This design comes from an exercise in tuning for small area, a short achievable clock period and few clock cycles on the open sky130 flow, not from production work.
Only simulation tests tie the RTL to the original design; equivalence was not proved.
Power and IR drop assume default switching activity.

## the baseline
Design zfu, start of the top module:
module zfu (
    input              clk,
    input              rst,
    input              cmd_valid,
    input      [2:0]   cmd_len,       
    input      [7:0]   cmd_op,        
    input      [47:0]  cmd_arg,       
    input      [63:0]  ts_sec,
    input      [31:0]  ts_usec,
    output reg         rsp_valid,
    output     [7:0]   rsp_status,
    output reg [4:0]   rsp_len,       
    output     [151:0] rsp_data,      
    output reg         mem_req,
    output reg [31:0]  mem_addr,
    input              mem_ack,
    input      [7:0]   mem_rdata,
    input              mem_err
);
    localparam [15:0] CRC_POLY_LE     = 16'h8408;
    localparam [7:0]  DEFAULT_CHANNEL = 8'd26;
    localparam [15:0] DEVID_RESET     = 16'h0000;
    localparam [31:0] NTP_OFFSET      = 32'd2208988800;
    localparam [7:0] OP_RDREG   = 8'h01, OP_WRREG  = 8'h02, OP_RDBUF = 8'h03,
                     OP_CRCINIT = 8'h10, OP_CRCBYTE = 8'h11, OP_CRCBUF = 8'h12,
                     OP_CRCFIN  = 8'h13, OP_ZENC   = 8'h20, OP_ZDEC  = 8'h21,
                     OP_ZCHK    = 8'h22, OP_FRCLR  = 8'h30, OP_FRPUSH = 8'h31,
                     OP_BUILD   = 8'h32, OP_SEGRD  = 8'h33, OP_TXOK  = 8'h34;
    localparam [4:0] ST_OK        = 5'h00, ST_ILLEGAL   = 5'h01, ST_BADREG   = 5'h02,
                     ST_READONLY  = 5'h03, ST_BADVALUE  = 5'h04, ST_BADINDEX = 5'h05,
                     ST_BUSERROR  = 5'h06, ST_NOTREADY  = 5'h07, ST_FRAGFULL = 5'h08,
                     ST_LENOVF    = 5'h09, ST_CLOCKRNG  = 5'h0A, ST_TRUNC    = 5'h10,
                     ST_BADPRE    = 5'h11, ST_BADVER    = 5'h12, ST_BADTYPE  = 5'h13,
                     ST_NOHDR     = 5'h14, ST_LENMIS    = 5'h15, ST_BUFSMALL = 5'h16,
                     ST_CHANMIS   = 5'h17, ST_LENSHORT  = 5'h18;
    localparam [3:0] K_NONE = 4'd0,    
                     K_REG  = 4'd1,    
                     K_BUF  = 4'd2,    
  ...
clock: 22.0 ns
lec_check: 0
cap_margin: 20
core_margin: 2
core_utilization: 40
slew_margin: 20
standard.sh (not shown) runs the stock make flow with config.mk's settings and CLKGATE_MAP_FILE= SYNTH_SCRIPT=/design/flow/synth_recipe.tcl, a recipe that flattens the netlist after the stock synthesis.
==> flow/flow/run.sh <==
#!/bin/bash
# Standard ORFS layout (standard.sh) with the standard synthesis, then the
# rest of the flow with a tighter setup-repair target, a leaner clock tree,
# single-strength port buffers and a denser floorplan.
set -uo pipefail
bash standard.sh synth > synth.log 2>&1 || exit 1
bash standard.sh \
  SETUP_SLACK_MARGIN=16 \
  CORE_UTILIZATION=60 PLACE_DENSITY=0.72 \
  "BUFFER_PORTS_ARGS=-inputs -outputs -buffer_cell sky130_fd_sc_hd__buf_1" \
  "CTS_ARGS=-sink_clustering_enable -repair_clock_nets -dont_use_dummy_load -buf_list sky130_fd_sc_hd__clkbuf_8 -sink_clustering_size 25" \
  finish > layout.log 2>&1 || exit 1
The baseline: no failed stages, no open violations at the end
Testbench counts of the baseline, summed over its fixed seeds: cycles 65,714.
For the candidate, these inputs were changed with respect to the baseline:
Settings: CORE_UTILIZATION changed from 40 to 60; ABC_AREA newly set to 1; PLACE_DENSITY newly set to 0.72.
==> flow/flow/run.sh <==
#!/bin/bash
# Standard ORFS layout (standard.sh) with the standard synthesis. Placement
# and clock tree use a tighter setup-repair target, a leaner clock tree,
# single-strength port buffers and a denser floorplan; routing repairs to
# the plain target, so it only fixes what routing breaks.
set -uo pipefail
COMMON=(
  CORE_UTILIZATION=60 PLACE_DENSITY=0.72
  "BUFFER_PORTS_ARGS=-inputs -outputs -buffer_cell sky130_fd_sc_hd__buf_1"
  "CTS_ARGS=-sink_clustering_enable -repair_clock_nets -dont_use_dummy_load -buf_list sky130_fd_sc_hd__clkbuf_8 -sink_clustering_size 18 -sink_clustering_max_diameter 60"
)
bash standard.sh synth > synth.log 2>&1 || exit 1
bash standard.sh "${COMMON[@]}" SETUP_SLACK_MARGIN=16 cts > place_cts.log 2>&1 || exit 1
bash standard.sh "${COMMON[@]}" SETUP_SLACK_MARGIN=0 finish > route.log 2>&1 || exit 1
Results
Simple-gate share of the synthesized area, the baseline and the candidate: higher on the candidate. For the candidate, the library cell contributing the largest single delay on the critical path was sky130_fd_sc_hd__nand4_1, unlike the baseline, where it was sky130_fd_sc_hd__a22oi_1. For the worst-skew pair later-pin latency, the candidate came in 0.11 ns lower than the baseline did. Sort the baseline and the candidate by overall power of the completed layout, ascending, and the candidate comes first. Summary: with the baseline as the reference, total sequential power in the candidate moved up by a few percent.

Starting RTL as in the previous note.
clock: 22.0 ns
lec_check: 0
abc_area: 1
cap_margin: 20
core_margin: 2
core_utilization: 60
place_density: 0.72
slew_margin: 20
==> flow/flow/run.sh <==
#!/bin/bash
# Standard ORFS layout (standard.sh) with the standard synthesis. Placement
# and clock tree use a tighter setup-repair target, a leaner clock tree,
# single-strength port buffers and a denser floorplan; routing repairs to
# the plain target, so it only fixes what routing breaks.
set -uo pipefail
COMMON=(
  CORE_UTILIZATION=60 PLACE_DENSITY=0.72
  "BUFFER_PORTS_ARGS=-inputs -outputs -buffer_cell sky130_fd_sc_hd__buf_1"
  "CTS_ARGS=-sink_clustering_enable -repair_clock_nets -dont_use_dummy_load -buf_list sky130_fd_sc_hd__clkbuf_8 -sink_clustering_size 25"
)
bash standard.sh synth > synth.log 2>&1 || exit 1
bash standard.sh "${COMMON[@]}" SETUP_SLACK_MARGIN=16 cts > place_cts.log 2>&1 || exit 1
bash standard.sh "${COMMON[@]}" SETUP_SLACK_MARGIN=0 finish > route.log 2>&1 || exit 1
Testbench counts at the start, summed over its fixed seeds: cycles 65,714.
Edit:
--- a/flow/config.mk
+++ b/flow/config.mk
@@ -8 +7,0 @@
-export ABC_AREA = 1
@@ -11,2 +10 @@
-export CORE_UTILIZATION = 60
-export PLACE_DENSITY = 0.72
+export CORE_UTILIZATION = 40
What happened:
- setup slack got worse by 180 ps
- sequential cell count stays the same
- synthesized cell count decreases by 19%
- routed wire length climbs by 1.3%
- cell count drops by 14%
- critical path depth decreases by 5
- power went down by 1.5%

==> re-timing with driven ports <==
In the flow no input, the clock included, has a driving cell. The finished layouts below were timed again as built, in two steps. Step 1: set_driving_cell puts a clkbuf_16 on clk and a buf_2 on each other input, an assumption about the parent block. Step 2, shift: input delay + t, output delay - t, t = (earliest + latest rising clock arrival at the registers) / 2. This alone moves slack from input paths to output paths. Slacks: no drivers / after step 1 / after step 2; pairs: no drivers / after step 1.
| run | t (ns) | slack for setup (ns) | hold slack, ns | worst data-port slew with drivers (ns) | pins driven straight from the clock port |
|---|---|---|---|---|---|
| the baseline | 1.019 | 15.559 / 15.588 / 14.569 | 0.265 / 0.265 / 0.265 | 0.13 | 1 |
| the candidate | 0.922 | 15.591 / 15.638 / 14.716 | 0.267 / 0.267 / 0.267 | 0.15 | 1 |
| the first run of note 2 | 1.023 | 15.653 / 15.695 / 14.672 | 0.230 / 0.230 / 0.230 | 0.15 | 1 |
| the second run of note 2 | 1.022 | 15.473 / 15.519 / 14.498 | 0.266 / 0.266 / 0.266 | 0.14 | 1 |
After both steps every run listed still meets setup and hold. The setup slack of the baseline, which loses most, moves by +0.029 ns with the drivers and by -0.990 ns with both steps.
